Optimization exercise on an open flow, not production practice.
RTL: at most simulated, not proved equivalent.
Clock network not from TritonCTS: every run shown here.
The clock port is an ideal driver here.
Power: default activity.

==> flow/flow/manual_tree.tcl <==
proc mt_build {nleaf use_root leaf_cell root_cell} {
  set db [ord::get_db]
  set block [ord::get_db_block]
  set clk [$block findNet clk]
  set sinks {}
  foreach it [$clk getITerms] {
    if {[$it isInputSignal] || [[$it getMTerm] getSigType] eq "CLOCK"} { lappend sinks $it }
  }
  set n [llength $sinks]
  set xs {}; set ys {}
  foreach it $sinks {
    set bb [[$it getInst] getBBox]
    lappend xs [expr {([$bb xMin] + [$bb xMax]) / 2}]
    lappend ys [expr {([$bb yMin] + [$bb yMax]) / 2}]
  }
  # k-means, seeded along a sort by angle around the centroid
  set cx 0; set cy 0
  foreach x $xs y $ys { set cx [expr {$cx + $x}]; set cy [expr {$cy + $y}] }
  set cx [expr {$cx / double($n)}]; set cy [expr {$cy / double($n)}]
  set idx {}
  for {set i 0} {$i < $n} {incr i} {
    lappend idx [list $i [expr {atan2([lindex $ys $i] - $cy, [lindex $xs $i] - $cx)}]]
  }
  set idx [lsort -real -index 1 $idx]
  set kx {}; set ky {}
  for {set c 0} {$c < $nleaf} {incr c} {
    set sx 0; set sy 0; set m 0
    for {set p [expr {$c * $n / $nleaf}]} {$p < ($c + 1) * $n / $nleaf} {incr p} {
      set i [lindex $idx $p 0]
      set sx [expr {$sx + [lindex $xs $i]}]; set sy [expr {$sy + [lindex $ys $i]}]; incr m
    }
    lappend kx [expr {$sx / double($m)}]; lappend ky [expr {$sy / double($m)}]
  }
  set cap [expr {int(ceil(double($n) / $nleaf * 1.15))}]
  for {set iter 0} {$iter < 30} {incr iter} {
    # balanced assignment: nearest centre with room
    set pairs {}
    for {set i 0} {$i < $n} {incr i} {
      for {set c 0} {$c < $nleaf} {incr c} {
        set d [expr {abs([lindex $xs $i] - [lindex $kx $c]) + abs([lindex $ys $i] - [lindex $ky $c])}]
        lappend pairs [list $i $c $d]
      }
    }
    set pairs [lsort -real -index 2 $pairs]
    set asg [lrepeat $n -1]; set cnt [lrepeat $nleaf 0]
    foreach pr $pairs {
      lassign $pr i c d
      if {[lindex $asg $i] >= 0 || [lindex $cnt $c] >= $cap} continue
      lset asg $i $c; lset cnt $c [expr {[lindex $cnt $c] + 1}]
    }
    set nx [lrepeat $nleaf 0.0]; set ny [lrepeat $nleaf 0.0]
    for {set i 0} {$i < $n} {incr i} {
      set c [lindex $asg $i]
      lset nx $c [expr {[lindex $nx $c] + [lindex $xs $i]}]
      lset ny $c [expr {[lindex $ny $c] + [lindex $ys $i]}]
    }
    for {set c 0} {$c < $nleaf} {incr c} {
      if {[lindex $cnt $c] > 0} {
        lset kx $c [expr {[lindex $nx $c] / [lindex $cnt $c]}]
        lset ky $c [expr {[lindex $ny $c] / [lindex $cnt $c]}]
      }
    }
  }
  set lm [$db findMaster $leaf_cell]
  set rm [$db findMaster $root_cell]
  # group the leaves for the roots: sort leaves by angle around the centroid
  set lidx {}
  for {set c 0} {$c < $nleaf} {incr c} {
    lappend lidx [list $c [expr {atan2([lindex $ky $c] - $cy, [lindex $kx $c] - $cx)}]]
  }
  set lidx [lsort -real -index 1 $lidx]
  set lroot [lrepeat $nleaf 0]
  if {$use_root > 0} {
    for {set p 0} {$p < $nleaf} {incr p} {
      lset lroot [lindex $lidx $p 0] [expr {$p * $use_root / $nleaf}]
    }
    set tops {}
    for {set r 0} {$r < $use_root} {incr r} {
      set sx 0; set sy 0; set m 0
      for {set c 0} {$c < $nleaf} {incr c} {
        if {[lindex $lroot $c] == $r} {
          set sx [expr {$sx + [lindex $kx $c]}]; set sy [expr {$sy + [lindex $ky $c]}]; incr m
        }
      }
      set root [odb::dbInst_create $block $rm "mt_root_$r"]
      $root setLocation [expr {int($sx / $m)}] [expr {int($sy / $m)}]
      $root setPlacementStatus PLACED
      set top [odb::dbNet_create $block "mt_clk_root_$r"]
      $top setSigType CLOCK
      [$root findITerm A] connect $clk
      [mt_out $root] connect $top
      lappend tops $top
    }
  }
  for {set c 0} {$c < $nleaf} {incr c} {
    set b [odb::dbInst_create $block $lm "mt_leaf_$c"]
    $b setLocation [expr {int([lindex $kx $c])}] [expr {int([lindex $ky $c])}]
    $b setPlacementStatus PLACED
    set net [odb::dbNet_create $block "mt_clk_$c"]
    $net setSigType CLOCK
    if {$use_root > 0} {
      [$b findITerm A] connect [lindex $tops [lindex $lroot $c]]
    } else {
      [$b findITerm A] connect $clk
    }
    [mt_out $b] connect $net
    for {set i 0} {$i < $n} {incr i} {
      if {[lindex $asg $i] == $c} {
        set it [lindex $sinks $i]
        $it disconnect
        $it connect $net
      }
    }
  }
  puts "manual tree: $n sinks, $nleaf leaves ([join $cnt { }]), roots $use_root"
}

# the output pin of a buffer (X) or inverter (Y)
proc mt_out {inst} {
  set it [$inst findITerm X]
  if {$it eq "NULL" || $it eq ""} { set it [$inst findITerm Y] }
  return $it
}
==> flow/config.mk <==
export PLATFORM = sky130hd
export DESIGN_NAME = frame_codec
export DESIGN_NICKNAME = frame_codec
export VERILOG_FILES = /design/flow/design.v
export SDC_FILE = /design/flow/constraint.sdc
export NUM_CORES = 4
export LEC_CHECK = 0
export CAP_MARGIN = 20
export CORE_MARGIN = 2
export CORE_UTILIZATION = 60
export SETUP_SLACK_MARGIN = 3.85
export SLEW_MARGIN = 20
export SYNTH_HIERARCHICAL = 1
==> flow/constraint.sdc <==
create_clock -name core_clock -period 6.0 [get_ports {clk}]
set_input_delay 1.2000 -clock core_clock [delete_from_list [all_inputs] [get_ports {clk}]]
set_output_delay 1.2000 -clock core_clock [all_outputs]
set_load 0.01 [all_outputs]
==> flow/flow/run.sh <==
#!/bin/bash
# Standard layout, except that:
#  - the port buffers are the smallest buffer cell (buf_1);
#  - the clock tree is built by flow/manual_tree.tcl in place of TritonCTS:
#    the clock port drives 4 root buffers, each next to its share of the
#    leaf buffers, and each leaf buffer drives one balanced k-means cluster
#    of flip-flops. Everything after the tree (legalisation, timing repair,
#    routing, finishing) is the standard cts.tcl and later steps.
set -euo pipefail
here=$(pwd)
export BUFFER_PORTS_ARGS="-buffer_cell sky130_fd_sc_hd__buf_1"
export RECOVER_POWER=100
bash standard.sh synth > log_synth.log 2>&1
rm -rf scripts_mt
cp -r "$FLOW_HOME/scripts" scripts_mt
python3 - "$here/scripts_mt/cts.tcl" > log_patch.log 2>&1 <<'PY'
import sys
p = sys.argv[1]
s = open(p).read()
old = "log_cmd clock_tree_synthesis {*}$cts_args"
assert s.count(old) == 1
s = s.replace(old, "source $::env(MT_TREE_TCL)\nmt_build $::env(MT_NLEAF) $::env(MT_NROOT) $::env(MT_LEAF_CELL) $::env(MT_ROOT_CELL)")
open(p, "w").write(s)
print("patched", p)
PY
export MT_TREE_TCL="$here/flow/manual_tree.tcl"
export MT_NLEAF=12
export MT_NROOT=4
export MT_LEAF_CELL=sky130_fd_sc_hd__clkbuf_16
export MT_ROOT_CELL=sky130_fd_sc_hd__clkbuf_16
bash standard.sh SCRIPTS_DIR="$here/scripts_mt" finish > log_flow.log 2>&1
==> flow/standard.sh <==
#!/bin/bash
# synth_recipe.tcl (not shown) runs the flow's synth.tcl, then flattens the netlist and writes it again
# the make line also repeats each setting of config.mk as NAME=value (left out here)
make -C /OpenROAD-flow-scripts/flow DESIGN_CONFIG=/design/flow/config.mk WORK_HOME=/design/flow/orfs CLKGATE_MAP_FILE= SYNTH_SCRIPT=/design/flow/synth_recipe.tcl "${@:-finish}"
==> flow/design.v <==
module fc_nor2 (input wire a, input wire b, output wire y);
    assign y = ~(a | b);
endmodule
module fc_nand2 (input wire a, input wire b, output wire y);
    assign y = ~(a & b);
endmodule
module fc_ao21 (input wire a, input wire b, input wire c, output wire y);
    assign y = (a & b) | c;
endmodule
module frame_request_check (
    input  wire        op,
    input  wire        aw,
    input  wire [15:0] raw_hi,
    input  wire [7:0]  sid_raw,
    input  wire [7:0]  nid_raw,
    input  wire [7:0]  plen,
    output wire        ok,        
    output wire        bad,       
    output wire        oor,       
    output wire        ptl        
);
    wire [7:0] r1;
    wire [3:0] r2;
    wire [1:0] r3;
    genvar g;
    generate
        for (g = 0; g < 8; g = g + 1) begin : l1
            fc_nor2 u (.a(raw_hi[2*g]), .b(raw_hi[2*g+1]), .y(r1[g]));
        end
        for (g = 0; g < 4; g = g + 1) begin : l2
            fc_nand2 u (.a(r1[2*g]), .b(r1[2*g+1]), .y(r2[g]));
        end
        for (g = 0; g < 2; g = g + 1) begin : l3
            fc_nor2 u (.a(r2[2*g]), .b(r2[2*g+1]), .y(r3[g]));
        end
    endgenerate
    wire s1a, s1b, s2, sn_none;
    fc_nor2  u_s1a (.a(sid_raw[7]), .b(sid_raw[6]), .y(s1a));
    fc_nor2  u_s1b (.a(sid_raw[5]), .b(nid_raw[7]), .y(s1b));
    fc_nand2 u_s2  (.a(s1a), .b(s1b), .y(s2));
    fc_nor2  u_s3  (.a(s2), .b(nid_raw[6]), .y(sn_none));
    wire p1a, p1b;
    fc_nor2  u_p1a (.a(plen[7]), .b(plen[6]), .y(p1a));
    fc_nor2  u_p1b (.a(plen[5]), .b(plen[4]), .y(p1b));
    wire id_ok  = op ? sn_none : (aw | (r3[0] & r3[1]));
    assign ok   = id_ok & p1a & p1b;
    assign bad  = ~ok;
    assign oor  = ~id_ok;
    assign ptl  = id_ok & ~(p1a & p1b);
endmodule
module frame_byte_mux (
    input  wire         s_cfg,
    input  wire         s_a0r, s_a0p, s_a1r, s_a1p, s_a2r, s_a3r,
    input  wire [14:0]  s_pay,
    input  wire         s_end,
    input  wire         aw,
    input  wire         ft,
    input  wire [3:0]   plen,
    input  wire [31:0]  raw_id,
    input  wire [4:0]   sid,
    input  wire [5:0]   nid,
    input  wire [119:0] pay,
    output reg  [7:0]   y
);
    integer i;
    always @(*) begin
        y = ({8{s_cfg}} & {2'b11, aw, ft, plen})
          | ({8{s_a0r}} & raw_id[7:0])   | ({8{s_a0p}} & {sid[1:0], nid})
          | ({8{s_a1r}} & raw_id[15:8])  | ({8{s_a1p}} & {5'd0, sid[4:2]})
          | ({8{s_a2r}} & raw_id[23:16]) | ({8{s_a3r}} & raw_id[31:24])
          | ({8{s_end}} & 8'h55);
        for (i = 0; i < 15; i = i + 1)
            y = y | ({8{s_pay[i]}} & pay[8*i +: 8]);
    end
endmodule
module frame_serializer (
    input  wire         clk,
    input  wire         rst,
    input  wire         req_valid,
    output reg          req_ready,
    input  wire         op,           
    input  wire         ft,
    input  wire         aw,
    input  wire [31:0]  raw_id,
    input  wire [7:0]   sid_raw,
    input  wire [7:0]   nid_raw,
    input  wire [7:0]   plen,
    input  wire [119:0] pay,
    output reg          tx_valid,
    output reg  [7:0]   tx_data,
    output reg          tx_last,
    input  wire         tx_ready,
    output reg          resp_valid,
    output wire [2:0]   status,
    output reg  [4:0]   wire_len
);
    wire ok, bad, oor, ptl;
    frame_request_check u_chk (
        .op(op), .aw(aw), .raw_hi(raw_id[31:16]), .sid_raw(sid_raw), .nid_raw(nid_raw),
        .plen(plen), .ok(ok), .bad(bad), .oor(oor), .ptl(ptl)
    );
    reg [1:0] st;
    assign status = {1'b0, st};
    reg       n_cfg, n_addr, n_pay, n_end;
    reg [3:0] nidx;
    reg       r_op, r_aw;
    reg [3:0] r_len;
    wire take     = tx_valid && tx_ready;
    wire addr_lst = (nidx[1:0] == {r_aw, 1'b1});
    wire pay_lst  = (nidx == r_len - 4'd1);
    wire no_pay   = (r_len == 4'd0);
    wire step     = (n_addr && !addr_lst) || (n_pay && !pay_lst);
    wire [3:0]  s_addr = {4{n_addr}} & (4'b0001 << nidx[1:0]);
    reg  [14:0] s_pay;
    integer i;
    always @(*)
        for (i = 0; i < 15; i = i + 1)
            s_pay[i] = n_pay && nidx == i;
    wire [7:0] nxt;
    frame_byte_mux u_mux (
        .s_cfg(n_cfg),
        .s_a0r(s_addr[0] && !r_op), .s_a0p(s_addr[0] && r_op),
        .s_a1r(s_addr[1] && !r_op), .s_a1p(s_addr[1] && r_op),
        .s_a2r(s_addr[2] && !r_op), .s_a3r(s_addr[3] && !r_op),
        .s_pay(s_pay), .s_end(n_end),
        .aw(aw), .ft(ft), .plen(plen[3:0]), .raw_id(raw_id),
        .sid(sid_raw[4:0]), .nid(nid_raw[5:0]), .pay(pay), .y(nxt)
    );
    wire acc  = req_ready && req_valid && !rst;
    wire done = take && tx_last && !rst;
    wire tx_valid_d, resp_valid_d, req_ready_d;
    fc_ao21 u_v (.a(ok),  .b(acc), .c(!rst && tx_valid && !(tx_ready && tx_last)), .y(tx_valid_d));
    fc_ao21 u_r (.a(bad), .b(acc), .c(done), .y(resp_valid_d));
    fc_ao21 u_q (.a(bad), .b(acc), .c(rst || (req_ready && !req_valid) || done), .y(req_ready_d));
    wire [4:0] len_sum = 5'd5 + {3'd0, aw, 1'b0} + {1'b0, plen[3:0]};
    always @(posedge clk) begin
        st       <= {ptl, oor};
        wire_len <= {5{ok}} & len_sum;
        r_op     <= op;
        r_aw     <= aw;
        r_len    <= plen[3:0];
        if (req_ready) begin
            tx_data <= 8'hAA;
            n_cfg   <= 1'b1;
            n_addr  <= 1'b0;
            n_pay   <= 1'b0;
            n_end   <= 1'b0;
            nidx    <= 4'd0;
        end else if (take) begin
            tx_data <= nxt;
            n_cfg   <= 1'b0;
            n_addr  <= n_cfg || (n_addr && !addr_lst);
            n_pay   <= (n_addr && addr_lst && !no_pay) || (n_pay && !pay_lst);
            n_end   <= (n_addr && addr_lst && no_pay) || (n_pay && pay_lst) || n_end;
            nidx    <= step ? nidx + 4'd1 : 4'd0;
        end
        req_ready  <= req_ready_d;
        tx_valid   <= tx_valid_d;
        resp_valid <= resp_valid_d;
        tx_last    <= !rst && tx_valid && !(tx_ready && tx_last) && (tx_ready ? n_end : tx_last);
    end
endmodule
module frame_deserializer (
    input  wire         clk,
    input  wire         rst,
    input  wire         req_valid,
    output reg          req_ready,
    input  wire         rx_valid,
    input  wire [7:0]   rx_data,
    input  wire         rx_timeout,
    output reg          rx_ready,
    output reg          resp_valid,
    output wire [2:0]   status,
    output wire         ft,
    output wire         aw,
    output wire [25:0]  sid,
    output wire [5:0]   nid,
    output wire [3:0]   plen,
    output wire [119:0] pay
);
    reg         st_start, st_cfg, st_addr, st_pay, st_end;
    reg [5:0]   rx_cfg;
    reg [31:0]  rx_acc;
    reg [1:0]   k;
    reg [3:0]   j;
    reg [119:0] rx_buf;
    reg         st_desync, st_trunc;
    assign status = {st_trunc, st_desync, st_desync};
    assign ft     = rx_cfg[4];
    assign aw     = rx_cfg[5];
    assign plen   = rx_cfg[3:0];
    assign sid    = rx_acc[31:6];
    assign nid    = rx_acc[5:0];
    assign pay    = rx_buf;
    wire is_aa = (rx_data == 8'hAA);
    wire is_55 = (rx_data == 8'h55);
    wire ev    = rx_valid || rx_timeout;
    wire acc   = req_ready && req_valid;
    wire fin = rx_ready && ((st_start && (rx_timeout || (rx_valid && !is_aa)))
                         || ((st_cfg || st_addr || st_pay) && rx_timeout)
                         || (st_end && ev));
    wire addr_lst = (k == {rx_cfg[5], 1'b1});
    wire pay_lst  = (j == rx_cfg[3:0] - 4'd1);
    wire no_pay   = (rx_cfg[3:0] == 4'd0);
    integer i;
    always @(posedge clk) begin
        if (st_cfg)
            rx_cfg <= rx_data[5:0];
        if (st_start)
            rx_acc[31:16] <= 16'd0;
        for (i = 0; i < 4; i = i + 1)
            if (st_addr && k == i)
                rx_acc[8*i +: 8] <= rx_data;
        for (i = 0; i < 15; i = i + 1)
            if (st_pay && j == i)
                rx_buf[8*i +: 8] <= rx_data;
        st_desync <= st_start;
        st_trunc  <= !st_start && !(st_end && rx_valid && is_55);
        st_start <= acc || (st_start && !ev);
        st_cfg   <= !acc && ((st_start && rx_valid) || (st_cfg && !rx_valid));
        st_addr  <= !acc && (st_cfg && rx_valid || (st_addr && !(rx_valid && addr_lst)));
        st_pay   <= !acc && ((st_addr && rx_valid && addr_lst && !no_pay)
                          || (st_pay && !(rx_valid && pay_lst)));
        st_end   <= !acc && ((st_addr && rx_valid && addr_lst && no_pay)
                          || (st_pay && rx_valid && pay_lst) || st_end);
        k        <= st_addr ? k + {1'b0, rx_valid} : 2'd0;
        j        <= st_pay ? j + {3'd0, rx_valid} : 4'd0;
        req_ready  <= rst || (req_ready && !req_valid) || fin;
        rx_ready   <= !rst && (acc || (rx_ready && !fin));
        resp_valid <= !rst && fin;
    end
endmodule
module frame_codec (
    input  wire         clk,
    input  wire         rst,
    input  wire         tx_req_valid,
    output wire         tx_req_ready,
    input  wire         tx_op,
    input  wire         tx_ft,
    input  wire         tx_aw,
    input  wire [31:0]  tx_raw_id,
    input  wire [7:0]   tx_sid,
    input  wire [7:0]   tx_nid,
    input  wire [7:0]   tx_plen,
    input  wire [119:0] tx_pay,
    output wire         tx_valid,
    output wire [7:0]   tx_data,
    output wire         tx_last,
    input  wire         tx_ready,
    output wire         tx_resp_valid,
    output wire [2:0]   tx_status,
    output wire [4:0]   tx_wire_len,
    input  wire         rx_req_valid,
    output wire         rx_req_ready,
    input  wire         rx_valid,
    input  wire [7:0]   rx_data,
    input  wire         rx_timeout,
    output wire         rx_ready,
    output wire         rx_resp_valid,
    output wire [2:0]   rx_status,
    output wire         rx_ft,
    output wire         rx_aw,
    output wire [25:0]  rx_sid,
    output wire [5:0]   rx_nid,
    output wire [3:0]   rx_plen,
    output wire [119:0] rx_pay
);
    frame_serializer u_tx (
        .clk(clk), .rst(rst),
        .req_valid(tx_req_valid), .req_ready(tx_req_ready),
        .op(tx_op), .ft(tx_ft), .aw(tx_aw), .raw_id(tx_raw_id),
        .sid_raw(tx_sid), .nid_raw(tx_nid), .plen(tx_plen), .pay(tx_pay),
        .tx_valid(tx_valid), .tx_data(tx_data), .tx_last(tx_last), .tx_ready(tx_ready),
        .resp_valid(tx_resp_valid), .status(tx_status), .wire_len(tx_wire_len)
    );
    frame_deserializer u_rx (
        .clk(clk), .rst(rst),
        .req_valid(rx_req_valid), .req_ready(rx_req_ready),
        .rx_valid(rx_valid), .rx_data(rx_data), .rx_timeout(rx_timeout), .rx_ready(rx_ready),
        .resp_valid(rx_resp_valid), .status(rx_status),
        .ft(rx_ft), .aw(rx_aw), .sid(rx_sid), .nid(rx_nid), .plen(rx_plen), .pay(rx_pay)
    );
endmodule
==> summary.json, run 1 <==
{
  "finish.cell_count_without_fillers": {"value": 1173},
  "postLayoutCoreUtil": {"value": 76.4, "unit": "%"},
  "seqPwrFrac": {"value": 59.7, "unit": "%"},
  "switching_share": {"value": 20.5, "unit": "%"},
  "syn-num-nets": {"value": 813},
  "dpl.cell_count": {"value": 1133},
  "ff2ff_path_depth": {"value": 8},
  "slew_headroom": {"value": 9.02, "unit": "%"},
  "regToRegSetupSlack": {"value": 3600, "unit": "ps"},
  "critical_path_class": {"value": "in2reg"},
  "setup.worst_path.start_class": {"value": "input pin"},
  "critical-path-slowest-cell": {"value": "sky130_fd_sc_hd__clkbuf_1"},
  "yosysSeqAreaShare": {"value": 67.9, "unit": "%"},
  "pin_count_of_the_biggest_net_entering_global_routing": {"value": 23},
  "timing_max_transition_violations_final": {"value": 0},
  "design.portCount": {"value": 378},
  "grt_overflow_total": {"value": 0},
  "critical_path.n_buffers_inverters": {"value": 2},
  "globalplace.congestion": {"value": 1.04},
  "ir_drop": {"value": 0.000140, "unit": "V"},
  "async_flop_share": {"value": 0, "unit": "%"},
  "finalWorstPathRequiredPeriod": {"value": 2610, "unit": "ps"},
  "postRouteWirelength": {"value": 27900, "unit": "µm"},
  "grt_antenna_before_repair": {"value": 5},
  "place_worst_setup_slack": {"value": 3180, "unit": "ps"},
  "finalSetupViolations": {"value": 0},
  "syn-cell-area": {"value": 8430, "unit": "µm²"},
  "floorplan.die_area": {"value": 15000, "unit": "µm²"},
  "routed_via_density": {"value": 6.04},
  "initial_core_util": {"value": 61.0, "unit": "%"},
  "cp.required": {"value": 6240, "unit": "ps"},
  "origin_of_the_worst_min_delay_path": {"value": "u_rx.st_start"},
  "floorplan.core_area": {"value": 13800, "unit": "µm²"},
  "dr_total_vias": {"value": 7080},
  "synth-edff-count": {"value": 158},
  "synth_top_cell_area_share": {"value": 56.3, "unit": "%"},
  "max_freq": {"value": 383, "unit": "MHz"},
  "synth_warnings": {"value": 9},
  "overall_track_demand_over_capacity_in_global_routing": {"value": 35.7, "unit": "%"},
  "power.combinational.fraction": {"value": 6.8, "unit": "%"},
  "p_int": {"value": 2110, "unit": "µW"},
  "fin_worst_skew": {"value": 12.1, "unit": "ps"},
  "max-cap-violations": {"value": 0},
  "outcome": {"value": "no timing/DRC/antenna violations"},
  "fill_cells": {"value": 913},
  "layout.area.seq": {"value": 5730, "unit": "µm²"},
  "worst_slew_pin_slew": {"value": 1350, "unit": "ps"},
  "yosys.cell_count.top_type": {"value": "sky130_fd_sc_hd__edfxtp_1"},
  "switchingPower": {"value": 544, "unit": "µW"},
  "remaining_drc_errors": {"value": 0},
  "yosysTopAreaCell": {"value": "sky130_fd_sc_hd__edfxtp_1"},
  "p_leak": {"value": 0.00350, "unit": "µW"},
  "nNetsFinal": {"value": 1195},
  "synth_top_cells_by_area": {"value": "sky130_fd_sc_hd__edfxtp_1 (56%), sky130_fd_sc_hd__dfxtp_1 (12%), sky130_fd_sc_hd__a22oi_1 (4.1%)"},
  "clk_pin_slew": {"value": 80, "unit": "ps"},
  "critPathArrivalTime": {"value": 2850, "unit": "ps"},
  "tns": {"value": 0, "unit": "ps"},
  "rsz0062_at_grt": {"value": "true"},
  "timing.final.crit_share": {"value": 43.5, "unit": "%"},
  "final.setup.worst_slack": {"value": 3390, "unit": "ps"},
  "power.share.clock": {"value": 33.5, "unit": "%"},
  "antenna_violating_nets_post_route": {"value": 0},
  "final_hold_vios": {"value": 0},
  "first_iter_violations": {"value": 710},
  "postSynthCellCount": {"value": 608},
  "fp_rows": {"value": 43},
  "area_growth_syn_to_layout": {"value": 25.2, "unit": "%"},
  "cellPowerDensity": {"value": 252, "unit": "nW/µm²"},
  "worstPathCellList": {"value": "buf_1 -> clkbuf_1 -> nand4b_1 -> a21boi_0 -> o21ba_2"},
  "timing.critical_path.max_delay_family": {"value": "buffers and inverters"},
  "grt_pass1_vias": {"value": 6655},
  "worst_hold_path.num_cells": {"value": 0},
  "critical-path-max-stage-delay": {"value": 920, "unit": "ps"},
  "worst_skew_pair.late_latency": {"value": 290, "unit": "ps"},
  "fin_total_pwr": {"value": 2660, "unit": "µW"},
  "netlist_top_cells_count": {"value": "sky130_fd_sc_hd__edfxtp_1 (158), sky130_fd_sc_hd__dfxtp_1 (49), sky130_fd_sc_hd__a22oi_1 (46)"},
  "crit-reg2reg-capture": {"value": "u_tx.tx_data[0]"},
  "die-width": {"value": 123, "unit": "µm"},
  "final_layout_size_suffix_gt1_share": {"value": 8.70, "unit": "%"},
  "r2r_start": {"value": "u_tx.n_pay"},
  "worstSetupStartpoint": {"value": "rx_data[5]"},
  "routedWlPerCell": {"value": 23.8, "unit": "µm"},
  "timing.critical_path.to_type": {"value": "flip-flop"},
  "grt_pass1_wl": {"value": 39300, "unit": "µm"},
  "ys_types": {"value": 59},
  "synthesis.area_per_instance": {"value": 13.9, "unit": "µm²"},
  "holdPathEnd": {"value": "u_rx.st_desync"},
  "io_buffer_count": {"value": 376},
  "multi_input_area": {"value": 2530, "unit": "µm²"},
  "timing.hold.worst.class": {"value": "reg2reg"},
  "cp_max_fo": {"value": 22},
  "postSynthRegisterBits": {"value": 207},
  "die_height": {"value": 123, "unit": "µm"},
  "place_hpwl": {"value": 20000, "unit": "µm"},
  "detailedRoute.firstPassIterationCount": {"value": 5},
  "ys.flop_type": {"value": "sky130_fd_sc_hd__edfxtp_1"}
}
## per-layer routing
metal | share of wire [%] | vias up | global-route usage, %
met1 | 33 | 3387 | 42.4
met5 | 0.086 | - | 0
met4 | 5.4 | 4 | 16.6
met3 | 9.6 | 108 | 6.13
li1 | - | 3062 | -
met2 | 51 | 519 | 63.2
## power groups by stage
stage | clock, µW | combinational [µW] | sequential [µW]
floorplan | 0 | 53.9 | 1620
global placement | 0 | 160 | 1620
global route | 944 | 195 | 1590
CTS | 730 | 192 | 1620
detailed placement | 0 | 166 | 1620
finish | 888 | 182 | 1590
## logic make-up after synthesis
| logic type | after synthesis | share of synthesized area, % |
|---|---|---|
| simple gates | 198 | 12.8 |
| xor+xnor | 20 | 2.58 |
| mux | 1 | 0.119 |
| flops | 207 | 67.9 |
| buf+inv | 50 | 3.44 |
| compound gates | 120 | 11.5 |
| fa+ha+maj | 11 | 1.72 |
| other cells | 1 | 0.0445 |
## Yosys stat by module, one instance, submodules excluded, excerpt
| module | cell area [µm²] | cells inside |
|---|---|---|
| fc_ao21 | 7.51 | 1 |
| fc_nand2 | 3.75 | 1 |
| fc_nor2 | 3.75 | 1 |
| frame_byte_mux | 1010 | 129 |
| frame_deserializer | 5780 | 289 |
| frame_request_check | 45.0 | 7 |
| frame_serializer | 1500 | 160 |
## timing repair
item                                    4_1_cts  5_1_grt
buffers inserted                             11        5
endpoints found under the setup margin      147       18
gates cloned                                  2        0
gates resized for setup                     101       34
pin swaps                                    43        3
hold buffers                                  0        0
endpoints found under the hold margin         0        0
## worst register-to-register path, delay by kind of cell, from the launching register on
kind / cells / cell delay (ps)
compound gates: 2 / 360
flops: 1 / 410
simple gates: 6 / 1550
## registers in the layout, indices dropped and copies added (netlist names), 2 cells and up
signal and cells:
u_tx.r_len 4, u_rx.rx_buf 120, u_tx.tx_data 8, u_rx.k 2, u_tx.wire_len 5, u_rx.rx_acc 32, u_tx.st 2, u_tx.nidx 4
u_rx.rx_cfg 6, u_rx.j 4
## layout by cell type (no fill, tap or decap), types with 12 or more instances in the layout
cell	count
sky130_fd_sc_hd__buf_1	354
sky130_fd_sc_hd__edfxtp_1	158
sky130_fd_sc_hd__dfxtp_1	46
sky130_fd_sc_hd__a22oi_1	42
sky130_fd_sc_hd__nand2_1	39
sky130_fd_sc_hd__nor2_1	39
sky130_fd_sc_hd__clkbuf_1	27
sky130_fd_sc_hd__nand4_1	17
sky130_fd_sc_hd__clkbuf_16	16
sky130_fd_sc_hd__inv_1	15
sky130_fd_sc_hd__and2_0	14
sky130_fd_sc_hd__a21oi_1	13
sky130_fd_sc_hd__a22o_1	13
sky130_fd_sc_hd__and2_1	12
## cell type report
type	instances	share of cell area (%)
buffer	16	3.79
timing repair buffer	399	15.1
inverter	15	0.533
antenna	5	0.118
sequential	207	54.3
tap	180	2.13
multi-input combinational	351	24.0
## worst max path at each step
stage,to,slack [ps],cells after the start
6_report,u_rx.rx_ready,3390,5
3_5_place_dp,u_rx.st_trunc,3180,3
4_1_cts,u_tx.tx_data[7],3570,7
2_1_floorplan,u_tx.nidx[1],3860,5
5_1_grt,u_rx.rx_ready,3270,5
3_3_place_gp,u_rx.rx_ready,3330,5
## per-stage QoR
stage / instance area, µm² / hold slack (ps)
floorplan: 8430 / 390
global placement: 9870 / 436
finish: 10600 / 462
detailed placement: 9870 / 445
global route: 10600 / 477
CTS: 10700 / 445
Testbench counts, summed over its fixed seeds: cycles 56,146.
==> run 2, diff against run 1 <==
--- a/flow/flow/run.sh
+++ b/flow/flow/run.sh
@@ -10,5 +10,4 @@
 here=$(pwd)
 export BUFFER_PORTS_ARGS="-buffer_cell sky130_fd_sc_hd__buf_1"
-export RECOVER_POWER=100
 bash standard.sh synth > log_synth.log 2>&1
 rm -rf scripts_mt
--- a/flow/config.mk
+++ b/flow/config.mk
@@ -12,2 +12,3 @@
 export SLEW_MARGIN = 20
 export SYNTH_HIERARCHICAL = 1
+export TNS_END_PERCENT = 20
==> run 2 against run 1 <==
Against the previous run:
- still clean on timing, DRC and antenna
- total power up 0.43%
- sequential cell count stayed put
- clock power rose by 0.5%
==> summary.json, run 2 <==
{
  "outcome": {"value": "no timing/DRC/antenna violations"},
  "regMostFlops": {"value": "u_rx.rx_buf"},
  "slew_headroom": {"value": 41.6, "unit": "%", "change": "+33 points"},
  "grt_antenna_before_repair": {"value": 5, "change": "unchanged"},
  "fp_rows": {"value": 43, "change": "unchanged"},
  "cp_max_fo": {"value": 8, "change": "-64%"},
  "fill_cells": {"value": 897, "change": "-1.8%"},
  "timing.final.crit_share": {"value": 36.6, "unit": "%", "change": "-6.9 points"},
  "final_hold_vios": {"value": 0, "change": "unchanged"},
  "fin_worst_skew": {"value": 14.7, "unit": "ps", "change": "+2.58 ps"},
  "postSynthRegisterBits": {"value": 207, "change": "unchanged"},
  "routed_via_density": {"value": 6.04, "change": "about the same"},
  "design.portCount": {"value": 378, "change": "unchanged"},
  "dr_total_vias": {"value": 7034, "change": "-0.65%"},
  "timing.critical_path.to_type": {"value": "flip-flop"},
  "worst_skew_pair.late_latency": {"value": 290, "unit": "ps", "change": "about the same"},
  "remaining_drc_errors": {"value": 0, "change": "unchanged"},
  "seqPwrFrac": {"value": 59.5, "unit": "%", "change": "-0.2 points"},
  "final_layout_size_suffix_gt1_share": {"value": 10.2, "unit": "%", "change": "+1.5 points"},
  "die_height": {"value": 123, "unit": "µm", "change": "unchanged"},
  "max_freq": {"value": 455, "unit": "MHz", "change": "+19%"},
  "critical_path_class": {"value": "reg2reg"},
  "finalWorstPathRequiredPeriod": {"value": 2200, "unit": "ps", "change": "-411 ps"},
  "detailedRoute.firstPassIterationCount": {"value": 5, "change": "unchanged"},
  "critical-path-slowest-cell": {"value": "sky130_fd_sc_hd__dfxtp_1"},
  "ir_drop": {"value": 0.000141, "unit": "V", "change": "+0.39%"},
  "postSynthCellCount": {"value": 608, "change": "unchanged"},
  "max-cap-violations": {"value": 0, "change": "unchanged"},
  "cp.required": {"value": 6160, "unit": "ps", "change": "-80 ps"},
  "antenna_violating_nets_post_route": {"value": 0, "change": "unchanged"},
  "power.combinational.fraction": {"value": 7.1, "unit": "%", "change": "+0.3 points"},
  "layout_commonest_cell": {"value": "sky130_fd_sc_hd__buf_1"},
  "p_leak": {"value": 0.00360, "unit": "µW", "change": "+2.8%"},
  "largest_registers": {"value": "u_rx.rx_buf (120), u_rx.rx_acc (32), u_tx.tx_data (8)"},
  "first_iter_violations": {"value": 645, "change": "-9.2%"},
  "ys.flop_type": {"value": "sky130_fd_sc_hd__edfxtp_1"},
  "postRouteWirelength": {"value": 27700, "unit": "µm", "change": "-0.78%"},
  "place_hpwl": {"value": 20000, "unit": "µm", "change": "unchanged"},
  "yosysSeqAreaShare": {"value": 67.9, "unit": "%", "change": "unchanged"},
  "tns": {"value": 0, "unit": "ps", "change": "unchanged"},
  "critical-path-max-stage-delay": {"value": 480, "unit": "ps", "change": "-440 ps"},
  "floorplan.core_area": {"value": 13800, "unit": "µm²", "change": "unchanged"},
  "syn-num-nets": {"value": 813, "change": "unchanged"},
  "synthesis.area_per_instance": {"value": 13.9, "unit": "µm²", "change": "unchanged"},
  "io_buffer_count": {"value": 376, "change": "unchanged"},
  "timing_max_transition_violations_final": {"value": 0, "change": "unchanged"},
  "synth_top_cell_area_share": {"value": 56.3, "unit": "%", "change": "unchanged"},
  "area_growth_syn_to_layout": {"value": 26.1, "unit": "%"},
  "worstPathCellList": {"value": "and3b_2 -> and2_2 -> a22o_1 -> a221oi_2 -> and4_1 -> nand4_1 -> nand2_1 -> a21oi_1"},
  "yosysTopAreaCell": {"value": "sky130_fd_sc_hd__edfxtp_1"},
  "overall_track_demand_over_capacity_in_global_routing": {"value": 35.3, "unit": "%", "change": "-0.35 points"},
  "worst_slew_pin_slew": {"value": 873, "unit": "ps", "change": "-481 ps"},
  "critPathArrivalTime": {"value": 2360, "unit": "ps", "change": "-490 ps"},
  "switchingPower": {"value": 546, "unit": "µW", "change": "+0.30%"},
  "die-width": {"value": 123, "unit": "µm", "change": "unchanged"},
  "cellPowerDensity": {"value": 251, "unit": "nW/µm²", "change": "-0.27%"},
  "globalplace.congestion": {"value": 1.04, "change": "unchanged"},
  "rsz0062_at_grt": {"value": "true"},
  "initial_core_util": {"value": 61.0, "unit": "%", "change": "unchanged"},
  "mostFrequentLayoutCells": {"value": "sky130_fd_sc_hd__buf_1 (361), sky130_fd_sc_hd__edfxtp_1 (158), sky130_fd_sc_hd__a22oi_1 (46), sky130_fd_sc_hd__dfxtp_1 (46)"},
  "yosys.cell_count.top_type": {"value": "sky130_fd_sc_hd__edfxtp_1"},
  "power.share.clock": {"value": 33.4, "unit": "%", "change": "about the same"},
  "ys_types": {"value": 59, "change": "unchanged"},
  "grt_overflow_total": {"value": 0, "change": "unchanged"},
  "finalSetupViolations": {"value": 0, "change": "unchanged"},
  "pin_count_of_the_biggest_net_entering_global_routing": {"value": 23, "change": "unchanged"},
  "timing.hold.worst.class": {"value": "reg2reg"},
  "synth-edff-count": {"value": 158, "change": "unchanged"},
  "largest_register_ffs": {"value": 120, "change": "unchanged"},
  "timing.hold.ws": {"value": 461, "unit": "ps", "change": "-0.771 ps"},
  "floorplan.die_area": {"value": 15000, "unit": "µm²", "change": "unchanged"},
  "synth_warnings": {"value": 9, "change": "unchanged"},
  "routedWlPerCell": {"value": 23.7, "unit": "µm", "change": "about the same"},
  "fin_total_pwr": {"value": 2670, "unit": "µW", "change": "+0.43%"},
  "netlist_top_cells_count": {"value": "sky130_fd_sc_hd__edfxtp_1 (158), sky130_fd_sc_hd__dfxtp_1 (49), sky130_fd_sc_hd__a22oi_1 (46)"},
  "setup.worst_path.start_class": {"value": "flip-flop"},
  "clk_pin_slew": {"value": 80, "unit": "ps", "change": "about the same"},
  "p_int": {"value": 2120, "unit": "µW", "change": "+0.46%"},
  "syn-cell-area": {"value": 8430, "unit": "µm²", "change": "unchanged"},
  "switching_share": {"value": 20.5, "unit": "%", "change": "-0.027 points"},
  "grt_pass1_vias": {"value": 6650, "change": "-0.075%"},
  "synth_top_cells_by_area": {"value": "sky130_fd_sc_hd__edfxtp_1 (56%), sky130_fd_sc_hd__dfxtp_1 (12%), sky130_fd_sc_hd__a22oi_1 (4.1%)"},
  "nNetsFinal": {"value": 1188, "change": "-0.59%"},
  "async_flop_share": {"value": 0, "unit": "%", "change": "unchanged"},
  "grt_pass1_wl": {"value": 39000, "unit": "µm", "change": "-0.93%"}
}
[run 2: cell count changes in the layout (fill, tap and decap cells not counted), sizes merged]
cell	previous run	this run
diode	5	4
clkbuf	44	17
bufbuf	0	2
buf	371	389
[run 2: cell families after synthesis]
kind of cell               count (synthesis)  synth area share, %
xor gates and xnor gates                  20                 2.58
other                                      1               0.0445
DFF                                      207                 67.9
adders and majority gates                 11                 1.72
buffers and inverters                     50                 3.44
muxes                                      1                0.119
and+or+nand+nor                          198                 12.8
AOI/OAI and AO/OA                        120                 11.5
[run 2: through the flow]
step / instances / util (%) / setup slack [ps] / instance area [µm²]
floorplan: 608 / - / 3860 / 8430
global placement: 1133 / 71.4 / 3330 / 9870
detailed placement: 1133 / 71.4 / 3180 / 9870
CTS: 1160 / 76.5 / 3570 / 10600
global route: 1164 / 76.9 / 3730 / 10600
finish: 1165 / 76.9 / 3800 / 10600
[run 2: power groups by stage]
stage | clock network [µW] | registers (µW) | logic (µW)
6_report | 892 | 1590 | 189
5_1_grt | 948 | 1590 | 202
4_1_cts | 730 | 1620 | 187
3_5_place_dp | 0 | 1620 | 166
3_3_place_gp | 0 | 1620 | 160
2_1_floorplan | 0 | 1620 | 53.9
[run 2: layout make-up]
class / instances / area (µm²) / area share, %
plain buffers: 16 / 400 / 3.77
multi-input cells: 351 / 2530 / 23.8
diodes: 4 / 10.0 / 0.0941
inverters: 15 / 56.3 / 0.529
repair buffers: 392 / 1680 / 15.8
flip-flops and latches: 207 / 5730 / 53.9
well taps: 180 / 225 / 2.12
[run 2: modules after synthesis (local to each module, per instance), excerpt]
module	flip-flops and latches	cells	times used	cell area [µm²]
fc_nor2	0	1	15	3.75
frame_byte_mux	0	129	1	1010
fc_ao21	0	1	3	7.51
frame_serializer	33	160	1	1500
frame_request_check	0	7	1	45.0
fc_nand2	0	1	5	3.75
frame_deserializer	174	289	1	5780
[run 2: path summary, 6_finish.rpt]
path | start | end | slack, ps | cells after the start
hold / removal | u_rx.st_start | u_rx.st_desync | 460 | 0
setup / recovery | u_tx.nidx[3] | u_tx.tx_data[6] | 3800 | 8
setup reg to reg | u_tx.nidx[3] | u_tx.tx_data[6] | 3800 | 8
hold reg to reg | u_rx.st_start | u_rx.st_desync | 460 | 0
[run 2: layer usage]
| metal | wire length, µm | vias to the layer above | share of wire, % | global-route usage, % |
|---|---|---|---|---|
| met4 | 1320 | 4 | 4.8 | 16.9 |
| li1 | - | 3048 | - | - |
| met5 | 35 | - | 0.13 | 0 |
| met2 | 14400 | 505 | 52 | 62.9 |
| met3 | 2640 | 93 | 9.5 | 6.09 |
| met1 | 9230 | 3384 | 33 | 41.5 |
[run 2: critical path: cells and delay by family (launching register included)]
kind / cells / cell delay, ps
AND/OR/NAND/NOR: 5 / 1050
flip-flops: 1 / 480
AO/OA/AOI/OAI: 3 / 550
[run 2: timing repair]
action / in CTS / in global routing
setup buffers: 9 / 0
endpoints found under the hold margin: 0 / 0
pin swaps: 18 / 0
endpoints found under the setup margin: 147 / 18
resized for setup: 71 / 21
gates cloned: 2 / 0
hold buffers: 0 / 0
==> run 3, diff against run 2 <==
--- a/flow/config.mk
+++ b/flow/config.mk
@@ -12,3 +12,3 @@
 export SLEW_MARGIN = 20
 export SYNTH_HIERARCHICAL = 1
-export TNS_END_PERCENT = 20
+export TNS_END_PERCENT = 5
==> run 3 against run 2 <==
Against the previous run:
- worst setup slack gained 19 ps
- critical endpoint is now u_tx.tx_data[7]
- die area is the same
- final cell count is essentially flat
- largest cell class unchanged
- clock skew is essentially flat
- synthesized cell count is the same
- via count shrank 1.4%
==> summary.json, run 3 <==
{
  "p_leak": {"value": 0.00357, "unit": "µW", "change": "-0.78%"},
  "yosys.cell_count.top_type": {"value": "sky130_fd_sc_hd__edfxtp_1"},
  "worstPathCellList": {"value": "inv_1 -> ha_1 -> and2_2 -> a22o_1 -> a221oi_2 -> and4_1 -> nand4_1 -> nand2_1 -> nand3b_1"},
  "largest_registers": {"value": "u_rx.rx_buf (120), u_rx.rx_acc (32), u_tx.tx_data (8)"},
  "grt_antenna_before_repair": {"value": 5, "change": "unchanged"},
  "place_hpwl": {"value": 20000, "unit": "µm", "change": "unchanged"},
  "cp.required": {"value": 6180, "unit": "ps", "change": "+20 ps"},
  "grt_pass1_vias": {"value": 6640, "change": "-0.15%"},
  "final_hold_vios": {"value": 0, "change": "unchanged"},
  "ys.flop_type": {"value": "sky130_fd_sc_hd__edfxtp_1"},
  "final_layout_size_suffix_gt1_share": {"value": 8.98, "unit": "%", "change": "-1.2 points"},
  "cellPowerDensity": {"value": 251, "unit": "nW/µm²", "change": "+0.19%"},
  "critical-path-slowest-cell": {"value": "sky130_fd_sc_hd__dfxtp_4"},
  "postLayoutCoreUtil": {"value": 76.6, "unit": "%", "change": "-0.28 points"},
  "synth_top_cells_by_area": {"value": "sky130_fd_sc_hd__edfxtp_1 (56%), sky130_fd_sc_hd__dfxtp_1 (12%), sky130_fd_sc_hd__a22oi_1 (4.1%)"},
  "critical-path-max-stage-delay": {"value": 410, "unit": "ps", "change": "-70 ps"},
  "max_freq": {"value": 459, "unit": "MHz", "change": "+0.89%"},
  "antenna_violating_nets_post_route": {"value": 0, "change": "unchanged"},
  "postRouteWirelength": {"value": 27600, "unit": "µm", "change": "-0.22%"},
  "finalWorstPathRequiredPeriod": {"value": 2180, "unit": "ps", "change": "-19.4 ps"},
  "slew_headroom": {"value": 43.0, "unit": "%", "change": "+1.5 points"},
  "first_iter_violations": {"value": 670, "change": "+3.9%"},
  "synthesis.area_per_instance": {"value": 13.9, "unit": "µm²", "change": "unchanged"},
  "critPathArrivalTime": {"value": 2350, "unit": "ps", "change": "about the same"},
  "timing.critical_path.to_type": {"value": "flip-flop"},
  "rsz0062_at_grt": {"value": "true"},
  "yosysSeqAreaShare": {"value": 67.9, "unit": "%", "change": "unchanged"},
  "initial_core_util": {"value": 61.0, "unit": "%", "change": "unchanged"},
  "async_flop_share": {"value": 0, "unit": "%", "change": "unchanged"},
  "pin_count_of_the_biggest_net_entering_global_routing": {"value": 23, "change": "unchanged"},
  "setup.worst_path.start_class": {"value": "flip-flop"},
  "synth_top_family_by_area": {"value": "simple AND/OR/NAND/NOR gates"},
  "clk_pin_slew": {"value": 70, "unit": "ps", "change": "about the same"},
  "grt_overflow_total": {"value": 0, "change": "unchanged"},
  "tns": {"value": 0, "unit": "ps", "change": "unchanged"},
  "timing.final.crit_share": {"value": 36.3, "unit": "%", "change": "-0.32 points"},
  "ir_drop": {"value": 0.000141, "unit": "V", "change": "+0.40%"},
  "overall_track_demand_over_capacity_in_global_routing": {"value": 35.3, "unit": "%", "change": "-0.051 points"},
  "routedWlPerCell": {"value": 23.7, "unit": "µm", "change": "-0.30%"},
  "critical_path_class": {"value": "reg2reg"},
  "largest_register_ffs": {"value": 120, "change": "unchanged"},
  "timing_max_transition_violations_final": {"value": 0, "change": "unchanged"},
  "io_buffer_count": {"value": 376, "change": "unchanged"},
  "detailedRoute.firstPassIterationCount": {"value": 5, "change": "unchanged"},
  "nNetsFinal": {"value": 1187, "change": "-0.084%"},
  "die_height": {"value": 123, "unit": "µm", "change": "unchanged"},
  "fp_rows": {"value": 43, "change": "unchanged"},
  "synthXorXnorAreaFrac": {"value": 2.58, "unit": "%", "change": "unchanged"},
  "synth_simple_gate_area_share": {"value": 12.8, "unit": "%", "change": "unchanged"},
  "yosysTopAreaCell": {"value": "sky130_fd_sc_hd__edfxtp_1"},
  "floorplan.core_area": {"value": 13800, "unit": "µm²", "change": "unchanged"},
  "cp_max_fo": {"value": 8, "change": "unchanged"},
  "postSynthCellCount": {"value": 608, "change": "unchanged"},
  "netlist_top_cells_count": {"value": "sky130_fd_sc_hd__edfxtp_1 (158), sky130_fd_sc_hd__dfxtp_1 (49), sky130_fd_sc_hd__a22oi_1 (46)"},
  "worst_skew_pair.late_latency": {"value": 290, "unit": "ps", "change": "about the same"},
  "syn-cell-area": {"value": 8430, "unit": "µm²", "change": "unchanged"},
  "finalSetupViolations": {"value": 0, "change": "unchanged"},
  "die-width": {"value": 123, "unit": "µm", "change": "unchanged"},
  "syn-num-nets": {"value": 813, "change": "unchanged"},
  "ys_types": {"value": 59, "change": "unchanged"},
  "synth_fa_ha_area_share": {"value": 1.72, "unit": "%", "change": "unchanged"},
  "floorplan.die_area": {"value": 15000, "unit": "µm²", "change": "unchanged"},
  "worst_slew_pin_slew": {"value": 850, "unit": "ps", "change": "-23.4 ps"},
  "mostFrequentLayoutCells": {"value": "sky130_fd_sc_hd__buf_1 (364), sky130_fd_sc_hd__edfxtp_1 (158), sky130_fd_sc_hd__a22oi_1 (46)"},
  "area_growth_syn_to_layout": {"value": 25.6, "unit": "%"},
  "grt_pass1_wl": {"value": 38900, "unit": "µm", "change": "-0.13%"},
  "dr_total_vias": {"value": 6936, "change": "-1.4%"},
  "remaining_drc_errors": {"value": 0, "change": "unchanged"},
  "routed_via_density": {"value": 5.95, "change": "-1.5%"},
  "timing.hold.worst.class": {"value": "reg2reg"},
  "synth_compound_gate_area_share": {"value": 11.5, "unit": "%", "change": "unchanged"},
  "fill_cells": {"value": 900, "change": "+0.33%"},
  "finalInstanceArea": {"value": 10600, "unit": "µm²", "change": "-0.36%"},
  "synth_warnings": {"value": 9, "change": "unchanged"},
  "synth-edff-count": {"value": 158, "change": "unchanged"},
  "layout_commonest_cell": {"value": "sky130_fd_sc_hd__buf_1"},
  "outcome": {"value": "no timing/DRC/antenna violations"},
  "globalplace.congestion": {"value": 1.04, "change": "unchanged"},
  "max-cap-violations": {"value": 0, "change": "unchanged"},
  "proportion_of_synthesized_area_in_mux_cells": {"value": 0.119, "unit": "%", "change": "unchanged"},
  "postSynthRegisterBits": {"value": 207, "change": "unchanged"},
  "post_dp_cell_area": {"value": 9870, "unit": "µm²", "change": "unchanged"},
  "regMostFlops": {"value": "u_rx.rx_buf"},
  "fin_worst_skew": {"value": 14.5, "unit": "ps", "change": "-0.173 ps"},
  "design.portCount": {"value": 378, "change": "unchanged"},
  "synth_top_cell_area_share": {"value": 56.3, "unit": "%", "change": "unchanged"}
}
[run 3: kinds of logic (layout without fill, tap and decap cells)]
kind of cell | count (synthesis) | after routing
flip-flops | 207 | 207
AO/OA/AOI/OAI | 120 | 120
other | 1 | 7
multiplexers | 1 | 1
AND/OR/NAND/NOR | 198 | 198
buffers and inverters | 50 | 422
adder cells (fa/ha/maj) | 11 | 11
XOR/XNOR | 20 | 20
[run 3: critical path, delay by kind of cell, from the launching register on]
kind,cells,cell delay (ps)
AND/OR/NAND/NOR,5,900
AO/OA/AOI/OAI,2,420
flip-flops,1,410
adder cells (fa/ha/maj),1,260
buffers and inverters,1,80
[run 3: routing by layer]
layer | vias to the layer above | routed length, µm | track usage (%)
li1 | 3049 | - | -
met4 | 4 | 1190 | 16.9
met1 | 3324 | 9240 | 41.3
met5 | - | 28 | 0
met2 | 473 | 14600 | 62.7
met3 | 86 | 2540 | 6.37
[run 3: area by class of cell]
type,count,area [µm²],share of cell area (%)
timing repair buffer,391,1650,15.6
inverter,15,56.3,0.531
tap,180,225,2.13
multi-input combinational,351,2510,23.7
sequential,207,5740,54.1
antenna,6,15.0,0.142
buffer,16,400,3.78
[run 3: where the power goes]
part	switching (µW)	internal, µW	total (µW)
clock	414	475	889
sequential	20.6	1570	1590
combinational	108	77.7	186
total	543	2120	2660
[run 3: final timing paths]
path | to | startpoint | slack (ps) | depth (start not counted)
max reg2reg | u_tx.tx_data[7] | u_tx.nidx[0] | 3820 | 9
max | u_tx.tx_data[7] | u_tx.nidx[0] | 3820 | 9
min | u_rx.st_desync | u_rx.st_start | 460 | 0
min reg2reg | u_rx.st_desync | u_rx.st_start | 460 | 0
[run 3: modules after synthesis (local to each module, per instance), a selection]
module | area, µm² | cells | times used | flops+latches
frame_request_check | 45.0 | 7 | 1 | 0
frame_deserializer | 5780 | 289 | 1 | 174
fc_nor2 | 3.75 | 1 | 15 | 0
fc_ao21 | 7.51 | 1 | 3 | 0
fc_nand2 | 3.75 | 1 | 5 | 0
frame_serializer | 1500 | 160 | 1 | 33
frame_byte_mux | 1010 | 129 | 1 | 0
[run 3: timing repair]
action	in CTS	in global routing
resized for setup	62	15
endpoints found under the setup margin	147	21
pin swaps	12	0
setup buffers	8	0
hold buffers	0	0
gates cloned	2	0
[run 3: per-stage QoR]
step | worst slack [ps] | std cells | total power, µW | hold slack [ps]
after floorplan | 3860 | 608 | 1680 | 390
after detailed placement | 3180 | 1133 | 1790 | 445
after CTS | 3570 | 1159 | 2530 | 445
final | 3820 | 1166 | 2660 | 463
after global routing | 3690 | 1163 | 2740 | 481
after global placement | 3330 | 1133 | 1780 | 436
==> run 4, diff against run 3 <==
--- a/flow/config.mk
+++ b/flow/config.mk
@@ -9,5 +9,5 @@
 export CORE_MARGIN = 2
 export CORE_UTILIZATION = 60
-export SETUP_SLACK_MARGIN = 3.85
+export SETUP_SLACK_MARGIN = 3.95
 export SLEW_MARGIN = 20
 export SYNTH_HIERARCHICAL = 1
==> run 4 against run 3 <==
Against the previous run:
- still clean
- sequential share of layout area is 1.1 points lower
- worst hold slack improved by 11 ps
- worst setup slack worse by 100 ps
- sequential cell count did not move
- via count increased by 2.6%
- synthesized area unchanged
- first-iteration DRC count grew 6.4%
- sequential power hardly changed
- design area up 2.1%
- core utilization is 1.6 points higher
- synthesized cell count did not move
==> summary.json, run 4 <==
{
  "outcome": {"value": "no timing/DRC/antenna violations"},
  "area_growth_syn_to_layout": {"value": 28.3, "unit": "%"},
  "routedWlPerCell": {"value": 24.5, "unit": "µm", "change": "+3.5%"},
  "finalWorstPathRequiredPeriod": {"value": 2280, "unit": "ps", "change": "+102 ps"},
  "synth_top_cells_by_area": {"value": "sky130_fd_sc_hd__edfxtp_1 (56%), sky130_fd_sc_hd__dfxtp_1 (12%), sky130_fd_sc_hd__a22oi_1 (4.1%)"},
  "postSynthRegisterBits": {"value": 207, "change": "unchanged"},
  "timing_endpoint_of_the_critical_path": {"value": "tx_req_ready"},
  "dr_total_vias": {"value": 7116, "change": "+2.6%"},
  "timing.critical_path.to_type": {"value": "output pin"},
  "die-width": {"value": 123, "unit": "µm", "change": "unchanged"},
  "critical_path_class": {"value": "reg2out"},
  "regToRegSetupSlack": {"value": 3810, "unit": "ps", "change": "about the same"},
  "ff2ff_path_depth": {"value": 3, "change": "-6"},
  "timing_max_transition_violations_final": {"value": 0, "change": "unchanged"},
  "nNetsFinal": {"value": 1194, "change": "+0.59%"},
  "ir_drop": {"value": 0.000157, "unit": "V", "change": "+11%"},
  "fp_rows": {"value": 43, "change": "unchanged"},
  "post_dp_cell_area": {"value": 9900, "unit": "µm²", "change": "+0.37%"},
  "postRouteWirelength": {"value": 28800, "unit": "µm", "change": "+4.5%"},
  "synth-edff-count": {"value": 158, "change": "unchanged"},
  "netlist_top_cells_count": {"value": "sky130_fd_sc_hd__edfxtp_1 (158), sky130_fd_sc_hd__dfxtp_1 (49), sky130_fd_sc_hd__a22oi_1 (46)"},
  "routed_via_density": {"value": 6.04, "change": "+1.6%"},
  "globalplace.congestion": {"value": 1.01, "change": "-3.2%"},
  "tns": {"value": 0, "unit": "ps", "change": "unchanged"},
  "holdBufCountCts": {"value": 0, "change": "unchanged"},
  "cp.required": {"value": 4800, "unit": "ps", "change": "-1380 ps"},
  "final_hold_vios": {"value": 0, "change": "unchanged"},
  "crit-reg2reg-capture": {"value": "u_rx.rx_buf[51]"},
  "fin_worst_skew": {"value": 19.0, "unit": "ps", "change": "+4.49 ps"},
  "timing.critical_path.max_delay_family": {"value": "flip-flops"},
  "p_leak": {"value": 0.00368, "unit": "µW", "change": "+3.1%"},
  "timing.final.crit_share": {"value": 38.0, "unit": "%", "change": "+1.7 points"},
  "floorplan.die_area": {"value": 15000, "unit": "µm²", "change": "unchanged"},
  "worst_skew_pair.late_latency": {"value": 290, "unit": "ps", "change": "about the same"},
  "finalSetupViolations": {"value": 0, "change": "unchanged"},
  "overall_track_demand_over_capacity_in_global_routing": {"value": 37.3, "unit": "%", "change": "+2.0 points"},
  "critical-path-max-stage-delay": {"value": 590, "unit": "ps", "change": "+180 ps"},
  "cellPowerDensity": {"value": 248, "unit": "nW/µm²", "change": "-1.3%"},
  "cp_num_cells": {"value": 1, "change": "-8"},
  "worstPathCellList": {"value": "buf_1"},
  "grt_pass1_wl": {"value": 41000, "unit": "µm", "change": "+5.2%"},
  "design.portCount": {"value": 378, "change": "unchanged"},
  "die_height": {"value": 123, "unit": "µm", "change": "unchanged"},
  "pin_count_of_the_biggest_net_entering_global_routing": {"value": 23, "change": "unchanged"},
  "synthesis.area_per_instance": {"value": 13.9, "unit": "µm²", "change": "unchanged"},
  "grt_antenna_before_repair": {"value": 7, "change": "+2"},
  "max_freq": {"value": 438, "unit": "MHz", "change": "-4.5%"},
  "critPathArrivalTime": {"value": 1080, "unit": "ps", "change": "-1270 ps"},
  "timing.hold.worst.class": {"value": "reg2reg"},
  "synth_warnings": {"value": 9, "change": "unchanged"},
  "regMostFlops": {"value": "u_rx.rx_buf"},
  "floorplan.core_area": {"value": 13800, "unit": "µm²", "change": "unchanged"},
  "critical-path-slowest-cell": {"value": "sky130_fd_sc_hd__dfxtp_2"},
  "yosysSeqAreaShare": {"value": 67.9, "unit": "%", "change": "unchanged"},
  "worstSetupStartpoint": {"value": "u_tx.req_ready"},
  "first_iter_violations": {"value": 713, "change": "+6.4%"},
  "yosysTopAreaCell": {"value": "sky130_fd_sc_hd__edfxtp_1"},
  "finalInstanceArea": {"value": 10800, "unit": "µm²", "change": "+2.1%"},
  "setup.worst_path.start_class": {"value": "flip-flop"},
  "synth_top_cell_area_share": {"value": 56.3, "unit": "%", "change": "unchanged"},
  "grt_overflow_total": {"value": 0, "change": "unchanged"},
  "layout_commonest_cell": {"value": "sky130_fd_sc_hd__buf_1"},
  "critical_path.n_buffers_inverters": {"value": 1, "change": "unchanged"},
  "antenna_violating_nets_post_route": {"value": 0, "change": "unchanged"},
  "slew_headroom": {"value": 28.2, "unit": "%", "change": "-15 points"},
  "cp_max_fo": {"value": 20, "change": "+12"},
  "clk_pin_slew": {"value": 80, "unit": "ps", "change": "about the same"},
  "place_hpwl": {"value": 20100, "unit": "µm", "change": "+0.27%"},
  "worst_slew_pin_slew": {"value": 1070, "unit": "ps", "change": "+218 ps"},
  "mostFrequentLayoutCells": {"value": "sky130_fd_sc_hd__buf_1 (362), sky130_fd_sc_hd__edfxtp_1 (158), sky130_fd_sc_hd__a22oi_1 (46)"},
  "syn-num-nets": {"value": 813, "change": "unchanged"},
  "initial_core_util": {"value": 61.0, "unit": "%", "change": "unchanged"},
  "ys_types": {"value": 59, "change": "unchanged"},
  "yosys.cell_count.top_type": {"value": "sky130_fd_sc_hd__edfxtp_1"},
  "largest_registers": {"value": "u_rx.rx_buf (120), u_rx.rx_acc (32), u_tx.tx_data (8)"},
  "io_buffer_count": {"value": 376, "change": "unchanged"},
  "ys.flop_type": {"value": "sky130_fd_sc_hd__edfxtp_1"},
  "rsz0062_at_grt": {"value": "true"},
  "largest_register_ffs": {"value": 120, "change": "unchanged"},
  "final_layout_size_suffix_gt1_share": {"value": 11.9, "unit": "%", "change": "+2.9 points"},
  "grt_pass1_vias": {"value": 6809, "change": "+2.5%"},
  "postSynthCellCount": {"value": 608, "change": "unchanged"},
  "r2r_start": {"value": "u_rx.st_pay"},
  "async_flop_share": {"value": 0, "unit": "%", "change": "unchanged"},
  "syn-cell-area": {"value": 8430, "unit": "µm²", "change": "unchanged"},
  "detailedRoute.firstPassIterationCount": {"value": 5, "change": "unchanged"},
  "remaining_drc_errors": {"value": 0, "change": "unchanged"},
  "max-cap-violations": {"value": 0, "change": "unchanged"}
}
-- run 4: cell counts after synthesis --
Identical to the previous run, type by type.
-- run 4: worst min-delay path by stage --
stage,end,from,cells past startpoint
finish,u_rx.st_desync,u_rx.st_start,0
global placement,u_rx.st_desync,u_rx.st_start,0
floorplan,u_rx.st_desync,u_rx.st_start,0
global route,u_tx.tx_data[2],u_tx.tx_data[2],2
CTS,u_rx.st_desync,u_rx.st_start,0
detailed placement,u_rx.st_desync,u_rx.st_start,0
-- run 4: repair_timing --
item / in CTS / in global routing
resized for setup: 57 / 51
buffers inserted: 10 / 2
setup endpoints to repair: 114 / 106
pin swaps: 11 / 16
gates cloned: 4 / 0
hold endpoints to repair: 0 / 0
-- run 4: logic make-up (layout without fill, tap and decap cells) --
family | after synthesis | count (layout) | share of synthesized area, %
DFF | 207 | 207 | 67.9
and+or+nand+nor | 198 | 198 | 12.8
AOI/OAI and AO/OA | 120 | 120 | 11.5
buffers and inverters | 50 | 429 | 3.44
xor gates and xnor gates | 20 | 20 | 2.58
adders and majority gates | 11 | 11 | 1.72
other | 1 | 12 | 0.0445
muxes | 1 | 1 | 0.119
-- run 4: layer usage --
layer / part of all wire (%) / track usage, % / vias up / wire [µm]
met5: 0 / 2.78 / - / 0
met4: 5.8 / 18.2 / 0 / 1670
met3: 10 / 8.32 / 126 / 2950
met2: 51 / 65.8 / 570 / 14600
met1: 33 / 42.6 / 3353 / 9610
li1: - / - / 3067 / -
-- run 4: stage by stage --
step	total power, µW	hold WS [ps]	cells	utilization (%)	worst slack, ps
final	2680	474	1178	78.2	3720
after global routing	2750	486	1173	78.1	3690
after CTS	2540	443	1165	77.1	3560
after detailed placement	1790	443	1135	71.6	3180
after global placement	1780	434	1135	71.6	3300
after floorplan	1680	390	608	-	3910
-- run 4: power by group --
group	internal [µW]	switching (µW)	total [µW]
Sequential	1570	20.2	1590
Combinational	87.4	112	200
Clock	475	421	897
-- run 4: per-module statistics from Yosys, one instance, submodules excluded, a selection --
module               cells  flip-flops and latches  area [µm²]
frame_request_check      7                       0        45.0
fc_nor2                  1                       0        3.75
fc_nand2                 1                       0        3.75
frame_byte_mux         129                       0        1010
fc_ao21                  1                       0        7.51
frame_deserializer     289                     174        5780
frame_serializer       160                      33        1500
-- run 4: layout make-up --
type	instances	area, µm²
multi-input cells	351	2580
inverters	15	56.3
well taps	180	225
flip-flops and latches	207	5740
plain buffers	16	400
diodes	11	27.5
repair buffers	398	1790
fillers	852	3010
==> run 5, diff against run 4 <==
--- a/flow/config.mk
+++ b/flow/config.mk
@@ -9,5 +9,5 @@
 export CORE_MARGIN = 2
 export CORE_UTILIZATION = 60
-export SETUP_SLACK_MARGIN = 3.95
+export SETUP_SLACK_MARGIN = 4.05
 export SLEW_MARGIN = 20
 export SYNTH_HIERARCHICAL = 1
==> run 5 against run 4 <==
Against the previous run:
- synthesized area unchanged
- design area increased by 1.1%
- register-to-register slack improved by 160 ps
- core utilization increased by 0.89 points
- sequential power about the same
- synthesized cell count unchanged
==> summary.json, run 5 <==
{
  "yosys.cell_count.top_type": {"value": "sky130_fd_sc_hd__edfxtp_1"},
  "grt_antenna_before_repair": {"value": 7, "change": "unchanged"},
  "rsz0062_at_grt": {"value": "true"},
  "place_hpwl": {"value": 20100, "unit": "µm", "change": "unchanged"},
  "ir_drop": {"value": 0.000157, "unit": "V", "change": "+0.48%"},
  "worst_slew_pin_slew": {"value": 1060, "unit": "ps", "change": "-9.77 ps"},
  "outcome": {"value": "no timing/DRC/antenna violations"},
  "postSynthCellCount": {"value": 608, "change": "unchanged"},
  "nNetsFinal": {"value": 1199, "change": "+0.42%"},
  "postRouteWirelength": {"value": 29000, "unit": "µm", "change": "+0.57%"},
  "regToRegSetupSlack": {"value": 3970, "unit": "ps", "change": "+160 ps"},
  "max-cap-violations": {"value": 0, "change": "unchanged"},
  "yosysTopAreaCell": {"value": "sky130_fd_sc_hd__edfxtp_1"},
  "synth-edff-count": {"value": 158, "change": "unchanged"},
  "routed_via_density": {"value": 6.06, "change": "+0.25%"},
  "grtUsageMet3": {"value": 8.41, "unit": "%", "change": "+0.093 points"},
  "final_hold_vios": {"value": 0, "change": "unchanged"},
  "globalRoute.busiestLayer": {"value": "met2"},
  "regMostFlops": {"value": "u_rx.rx_buf"},
  "timing.hold.ws": {"value": 475, "unit": "ps", "change": "+0.395 ps"},
  "die_height": {"value": 123, "unit": "µm", "change": "unchanged"},
  "p_leak": {"value": 0.00373, "unit": "µW", "change": "+1.5%"},
  "global_routing_usage_on_met2": {"value": 66.1, "unit": "%", "change": "+0.35 points"},
  "dr_total_vias": {"value": 7158, "change": "+0.59%"},
  "antenna_violating_nets_post_route": {"value": 0, "change": "unchanged"},
  "fill_cells": {"value": 832, "change": "-2.3%"},
  "worst_hold_path.num_cells": {"value": 0, "change": "unchanged"},
  "fp_rows": {"value": 43, "change": "unchanged"},
  "synthXorXnorAreaFrac": {"value": 2.58, "unit": "%", "change": "unchanged"},
  "pin_count_of_the_biggest_net_entering_global_routing": {"value": 23, "change": "unchanged"},
  "worst_skew_pair.late_latency": {"value": 290, "unit": "ps", "change": "about the same"},
  "cp.required": {"value": 6220, "unit": "ps", "change": "+1420 ps"},
  "design.portCount": {"value": 378, "change": "unchanged"},
  "detailedRoute.firstPassIterationCount": {"value": 5, "change": "unchanged"},
  "origin_of_the_worst_min_delay_path": {"value": "u_rx.st_start"},
  "ys_types": {"value": 59, "change": "unchanged"},
  "globalplace.congestion": {"value": 1.01, "change": "unchanged"},
  "initial_core_util": {"value": 61.0, "unit": "%", "change": "unchanged"},
  "yosysSeqAreaShare": {"value": 67.9, "unit": "%", "change": "unchanged"},
  "timing.critical_path.to_type": {"value": "flip-flop"},
  "mostFrequentLayoutCells": {"value": "sky130_fd_sc_hd__buf_1 (355), sky130_fd_sc_hd__edfxtp_1 (158), sky130_fd_sc_hd__dfxtp_1 (44)"},
  "clk_pin_slew": {"value": 80, "unit": "ps", "change": "about the same"},
  "io_buffer_count": {"value": 376, "change": "unchanged"},
  "critPathArrivalTime": {"value": 2350, "unit": "ps", "change": "+1270 ps"},
  "async_flop_share": {"value": 0, "unit": "%", "change": "unchanged"},
  "ff2ff_path_depth": {"value": 9, "change": "+6"},
  "postSynthRegisterBits": {"value": 207, "change": "unchanged"},
  "largest_register_ffs": {"value": 120, "change": "unchanged"},
  "grt_overflow_total": {"value": 0, "change": "unchanged"}
}
-- run 5: cell counts after synthesis --
No cell type changed its count.
-- run 5: routing by layer --
metal	share of wire, %	wire length [µm]
met3	11	3140
met1	33	9530
met2	51	14800
met5	0	0
met4	5.5	1590
-- run 5: per-stage QoR --
| stage | power [µW] | cell area, µm² | utilization (%) | instances | setup WS (ps) |
|---|---|---|---|---|---|
| 6_report | 2690 | 10900 | 79.1 | 1182 | 3860 |
| 5_1_grt | 2760 | 10900 | 79.1 | 1178 | 3860 |
| 4_1_cts | 2550 | 10700 | 77.3 | 1166 | 3560 |
| 3_5_place_dp | 1790 | 9900 | 71.6 | 1135 | 3180 |
| 3_3_place_gp | 1780 | 9900 | 71.6 | 1135 | 3300 |
| 2_1_floorplan | 1680 | 8460 | - | 608 | 3910 |
-- run 5: per-module statistics from Yosys, one instance, submodules excluded, excerpt --
| module | copies in the design | cells | area (µm²) |
|---|---|---|---|
| fc_ao21 | 3 | 1 | 7.51 |
| fc_nand2 | 5 | 1 | 3.75 |
| fc_nor2 | 15 | 1 | 3.75 |
| frame_byte_mux | 1 | 129 | 1010 |
| frame_deserializer | 1 | 289 | 5780 |
| frame_request_check | 1 | 7 | 45.0 |
| frame_serializer | 1 | 160 | 1500 |
-- run 5: logic make-up after synthesis --
kind of cell,Yosys count
XOR/XNOR,20
adder cells (fa/ha/maj),11
buffers and inverters,50
other,1
AO/OA/AOI/OAI,120
AND/OR/NAND/NOR,198
flip-flops,207
multiplexers,1
-- run 5: worst max-delay path by stage --
stage / startpoint / to / slack, ps / cells after the start
after global placement: rx_data[1] / u_rx.rx_ready / 3300 / 5
after floorplan: tx_raw_id[27] / u_tx.tx_valid / 3910 / 6
after global routing: u_rx.rx_cfg[2] / rx_plen[2] / 3860 / 1
final: tx_raw_id[21] / u_tx.wire_len[4] / 3860 / 8
after detailed placement: rx_data[7] / u_rx.rx_ready / 3180 / 5
after CTS: tx_aw / u_tx.wire_len[2] / 3560 / 5
-- run 5: power by group --
group / total (µW) / internal [µW] / leakage [µW] / switching (µW)
Sequential: 1580 / 1570 / 0.00184 / 17.6
Clock: 896 / 475 / 0.000197 / 420
Combinational: 208 / 90.9 / 0.00169 / 117
Total: 2690 / 2130 / 0.00373 / 555
-- run 5: repair_timing --
item | in CTS | in global routing
pin swaps | 13 | 26
endpoints found under the setup margin | 147 | 264
hold endpoints to repair | 0 | 0
gates resized for setup | 62 | 78
buffers inserted | 11 | 6
cloned | 4 | 0
-- run 5: cell type report --
class	instances	area, µm²	area share (%)
Sequential cell	207	5740	52.5
Multi-Input combinational cell	351	2660	24.3
Timing Repair Buffer	403	1830	16.7
Buffer	16	400	3.66
Tap cell	180	225	2.06
Inverter	15	56.3	0.515
Antenna cell	10	25.0	0.229
-- run 5: worst max-delay path, cell delays in order --
cell	delay, ps
sky130_fd_sc_hd__buf_2	120
sky130_fd_sc_hd__nor2_2	130
sky130_fd_sc_hd__nand2_1	100
sky130_fd_sc_hd__nor2_2	130
sky130_fd_sc_hd__a211o_1	220
sky130_fd_sc_hd__and3b_2	270
sky130_fd_sc_hd__nand2_1	80
sky130_fd_sc_hd__a21oi_2	110
